Background: an optimization exercise with open tools, aiming at small area, a short achievable clock period and few clock cycles. Do not read the settings as production practice.
Where RTL was checked, it was by simulation tests only, not by an equivalence proof against the original.
Power figures rest on the tool's default switching activity, not on a simulated workload.

## stackmat_core
module stackmat_core (
    input  wire        clk,
    input  wire        rst,
    input  wire        cmd_valid,
    output wire        cmd_ready,
    input  wire [79:0] cmd,
    output wire        rsp_valid,
    output wire [7:0]  rsp_status,
    output wire        rsp_flag,
    output wire [63:0] rsp_val,
    output wire [7:0]  rsp_len,
    output wire        dat_valid,
    output wire [7:0]  dat_byte,
    output wire        tx_valid,
    output wire [3:0]  tx_len,
    output wire [71:0] tx_data,
    input  wire        tx_ack,
    input  wire        tx_err,
    input  wire [7:0]  tx_n
);
    localparam [7:0] OP_FMT   = 8'h01;
    localparam [7:0] OP_CONV  = 8'h02;
    localparam [7:0] OP_CSUM  = 8'h03;
    localparam [7:0] OP_MARK  = 8'h04;
    localparam [7:0] OP_ENC   = 8'h05;
    localparam [7:0] OP_RST   = 8'h10;
    localparam [7:0] OP_START = 8'h11;
    localparam [7:0] OP_STOP  = 8'h12;
  ...
export LEC_CHECK = 0
export CAP_MARGIN = 20
export CORE_MARGIN = 2
export CORE_UTILIZATION = 40
export SLEW_MARGIN = 20
create_clock -name core_clock -period 17.0 [get_ports {clk}]
run.sh (not shown) runs the stock make flow with config.mk's settings and CLKGATE_MAP_FILE= SYNTH_SCRIPT=/design/flow/synth_recipe.tcl, a recipe that flattens the netlist after the stock synthesis.
Testbench counts at the start, summed over its fixed seeds: cycles 13,033.
Edit:
--- a/flow/design.v
+++ b/flow/design.v
@@ -180,16 +180,20 @@
             endcase
         end
     endfunction
     reg [79:0] cw;
     reg        cv;
     reg        pd_hold;
     reg        pd_ts;       
     reg        pd_tk;       
+    reg        pd_azh;      
+    reg        pd_azm;      
+    reg        pd_azl;      
+    reg        pd_bz;       
     reg        pd_fmt;      
     reg        pd_enc;      
     reg [2:0]  fpass;       
     reg [4:0]  fidx;        
     reg        rdy_q;       
     reg [3:0]  es;
     reg [2:0]  jk;
     reg [2:0]  dk;
@@ -234,21 +238,20 @@
     reg [7:0]  n_q;
     reg        sink_busy;
     reg        sink_err;
     wire [3:0] tx_off = ack_q ? (txoff + n_q[3:0]) : txoff;
     wire [9:0] tx_oh  = 10'd1 << tx_off;
     wire [7:0]  op = cw[79:72];
     wire [7:0]  b  = cw[71:64];
     wire [63:0] a  = cw[63:0];
-    wire a_z_hi  = ~|a[63:48];
-    wire a_z_mid = ~|a[47:32];
-    wire a_z_lo  = ~|a[31:0];
-    wire a_z     = a_z_hi & a_z_mid & a_z_lo;
-    wire b_z     = ~|b;
+    wire a_z_hi  = pd_azh;
+    wire a_z_mid = pd_azm;
+    wire a_z     = pd_azh & pd_azm & pd_azl;
+    wire b_z     = pd_bz;
     reg legal;
     always @(*) begin
         case (op)
             OP_FMT:   legal = 1'b1;
             OP_CONV,
             OP_START,
             OP_STOP,
             OP_TICK:  legal = b_z;
@@ -290,24 +293,17 @@
                 end
             ad_G = ad_gn;
             ad_P = ad_pn;
         end
     end
     wire [64:0] sub = ad_p ^ {ad_G[63:0], ad_ci};
     wire [63:0] s     = sub[63:0];
     wire        s_neg = sub[64];
-    wire [35:0] sk_a = a[63:28];
-    wire [35:0] sk_b = start_q[63:28];
-    wire [35:0] sk_nb = ~sk_b;
-    wire sk_b28  = (a[27:0] < start_q[27:0]);    
-    wire sk_z0   = (sk_a == sk_b);
-    wire sk_z1   = ((sk_a ^ sk_nb) == {(sk_a[34:0] | sk_nb[34:0]), 1'b0});
-    wire sk_zz   = ~|sk_a;
-    wire opt36   = pd_ts ? (sk_b28 ? sk_z1 : sk_z0) : sk_zz;
+    wire opt36   = ~|s[63:28];
     wire [63:0] s_load = pd_enc ? {s[23:0], 32'd0, s[31:24]} : s;
     wire [4:0]  cnt_load = pd_enc ? 5'd6 : (opt36 ? 5'd7 : 5'd16);
     wire [3:0]  din = dv_sk ? a[27:24] : a[63:60];
     wire [4:0]  f_n    = (rsp_len_q > 8'd20) ? 5'd20 : rsp_len_q[4:0];
     wire [4:0]  f_have = {fpass, 1'b0} + {2'd0, fpass};
     wire [83:0] fstore = {fd, cw[79:64], rv_q};
     wire [3:0]  fnib   = fstore[4*fidx +: 4];
     reg [3:0]  st_a, st_b, st_c;
@@ -533,16 +529,20 @@
         es_n  = es;
         cv_n  = cv;
         pdh_n = pd_hold;
         if (cmd_ready) begin
             cw      <= cmd;
             pdh_n = hold_op(cmd[79:72]);
             pd_ts   <= (cmd[79:72] == OP_TICK) || (cmd[79:72] == OP_STOP);
             pd_tk   <= (cmd[79:72] == OP_TICK);
+            pd_azh  <= ~|cmd[63:48];
+            pd_azm  <= ~|cmd[47:32];
+            pd_azl  <= ~|cmd[31:0];
+            pd_bz   <= ~|cmd[71:64];
             pd_fmt  <= (cmd[79:72] == OP_FMT);
             pd_enc  <= (cmd[79:72] == OP_ENC);
         end
         rsp_valid_q <= 1'b0;
         dat_valid_q <= 1'b0;
         if (o_strm) begin
             dat_valid_q <= 1'b1;
             dat_byte_q  <= o_src ? cap_q[o_idx[2:0]*8 +: 8] : pktbyte({1'b0, o_idx});
The new run completed with no timing, DRC or antenna violations.
Final cell count decreases by 2.4%.
Design area drops by 2.4%.
Die area came out lower by 3.0%.
Sequential power stays flat.
Setup slack got worse by 0.53 ns.
Clock-buffer cell count came out higher by 12.
Clock skew came out lower by 0.018 ns.
Power rises by 4.0%.
First-iteration DRC count grows by 0.97%.
Sequential cell count increases by 4.
Routed wire length came out lower by 1.7%.
Area after synthesis decreases by 3.0%.
The RTL of the second run of this note was laid out without a check of its function.

* * *

## indigo
Another version of the RTL of stackmat_core (not shown whole).
For scale: about 4300 cells after synthesis, ~38000 sq um of cells after synthesis.
## stackmat_core
module stackmat_core (
    input  wire        clk,
    input  wire        rst,
    input  wire        cmd_valid,
    output wire        cmd_ready,
    input  wire [79:0] cmd,
    output wire        rsp_valid,
    output wire [7:0]  rsp_status,
    output wire        rsp_flag,
    output wire [63:0] rsp_val,
    output wire [7:0]  rsp_len,
    output wire        dat_valid,
    output wire [7:0]  dat_byte,
    output wire        tx_valid,
    output wire [3:0]  tx_len,
    output wire [71:0] tx_data,
    input  wire        tx_ack,
    input  wire        tx_err,
    input  wire [7:0]  tx_n
);
clock: 17.0 ns
lec_check: 0
cap_margin: 20
core_margin: 2
core_utilization: 50
slew_margin: 20
indigo closes out successfully: all stages finished, all timing, DRC and antenna checks passed.
Testbench counts of indigo, summed over its fixed seeds: cycles 13,079.
Changes in harbor relative to indigo:
diff --git a/flow/design.v b/flow/design.v
--- a/flow/design.v
+++ b/flow/design.v
@@ -181,22 +181,24 @@
         end
     endfunction
     reg [79:0] cw;
     reg        cv;
     reg        pd_hold;
     reg        pd_ts;       
     reg        pd_tk;       
     reg        pd_fmt;      
     reg        pd_enc;      
     reg [2:0]  fpass;       
     reg [4:0]  fidx;        
+    reg        f_last;      
+    reg [4:0]  f_idx0;      
     reg        rdy_q;       
     reg [3:0]  es;
     reg [2:0]  jk;
     reg [2:0]  dk;
     reg [1:0]  pdsrc;
     reg [4:0]  cnt;         
     reg        dv_busy;     
     reg        dv_done;     
     reg        dv_pf;       
     reg        dv_sk;       
     reg        dv_first;    
@@ -759,24 +761,24 @@
                 sec_q    <= rD;
                 ms_bcd   <= {rA, rB, rC};
                 state_q  <= 2'd3;
                 p_status <= 2'd0;
                 p_flag   <= 1'b1;
                 p_vsel   <= 6'd0;
                 es_n       = E_WRSP;
             end
             E_FST: begin
                 {fd, cw[79:64], rv_q} <= {rC, rB, rA, fstore[83:12]};
                 fpass <= fpass + 3'd1;
-                if (f_have + 5'd3 >= f_n) begin
-                    fidx <= f_n + 5'd17 - f_have;
+                if (f_last) begin
+                    fidx <= f_idx0;
                     if (rsp_len_q > 8'd20) begin
                         o_rem <= rsp_len_q - 8'd20;
                         es_n  = E_FPAD;
                     end else begin
                         es_n = E_FDIG;
                     end
                 end else begin
                     div_load;
                     es_n = E_DIV;
                 end
             end
@@ -791,22 +793,24 @@
                 dat_byte_q  <= {4'h3, fnib};
                 fidx        <= fidx - 5'd1;
                 if (fidx == 5'd21 - f_have) begin
                     rsp_valid_q <= 1'b1;
                     rv_q        <= 64'd0;
                     cv_n        = 1'b0;
                     es_n        = E_IDLE;
                 end
             end
             default: es_n = E_IDLE;
         endcase
+        f_last <= (f_have + 5'd3 >= f_n);
+        f_idx0 <= f_n + 5'd17 - f_have;
         if (dv_busy) begin
             cw[63:0] <= dv_sk ? {a[23:0], 36'd0, st_qc} : {a[59:0], st_qc};
             dv_sk    <= 1'b0;
             dv_first <= 1'b0;
             rA       <= st_a;
             rB       <= st_b;
             rC       <= st_c;
             rD       <= st_d;
             if (dk != D_ENC) m_q <= {m_q[3:0], st_q};
             cnt      <= cnt - 5'd1;
             if ((dk == D_ENC) && (cnt == 5'd5)) begin
--- outcome ---
- Die area sits lower in harbor than in indigo.
- indigo → harbor: logic depth of the worst register-to-register path fell 3; sequential share of layout area higher; proportion of power drawn by combinational gates higher.
- Delta (harbor minus indigo): met1 global-route usage -2.0 points; total design power +0.018 mW.
- Measured against each other, indigo and harbor differ in wire length reported by the detailed router, the lower figure coming from harbor.
- The flow did not stop early for harbor: all stages ran, and the layout cleared the timing, design-rule and antenna checks.
- Taking indigo as the reference point, the count of placed standard cells including taps of harbor falls by 54.
- Measured against each other, indigo and harbor differ in number of cells on the worst hold path, the higher figure coming from indigo.
- Endpoint required time on the critical path came out lower on harbor than on indigo.
Testbench counts of harbor, summed over its fixed seeds: cycles 13,079.

[separate check: timing with driven ports]
How much do the figures lean on ideal ports? The routed layouts below were timed once more, with nothing changed but the port constraints.
Step 1: set_driving_cell puts a clkbuf_16 on clk and a buf_2 on each other input, an assumption about the parent block.
Step 2 moves the port delays by t, midway between the first and last clock arrival at a register: inputs arrive t later, outputs are due t later. That takes back most of the time a late clock gives input paths.
Slacks: no drivers / after step 1 / after step 2; pairs: no drivers / after step 1.
run | t (ns) | setup slack, ns | worst setup path after step 2 | worst data-port slew with drivers (ns)
the first run of note 1 | 0.767 | 11.483 / 11.410 / 11.500 | input to register | 0.07
the second run of note 1 | 0.697 | 10.952 / 10.952 / 10.952 | register to register | 0.04
indigo | 0.689 | 11.721 / 11.685 / 11.476 | input to register | 0.12
harbor | 0.686 | 11.724 / 11.654 / 11.636 | input to register | 0.06
After both steps every run listed still meets setup and hold. For indigo, which loses most, drivers alone change the setup slack by -0.036 ns; drivers and shift together by -0.245 ns.
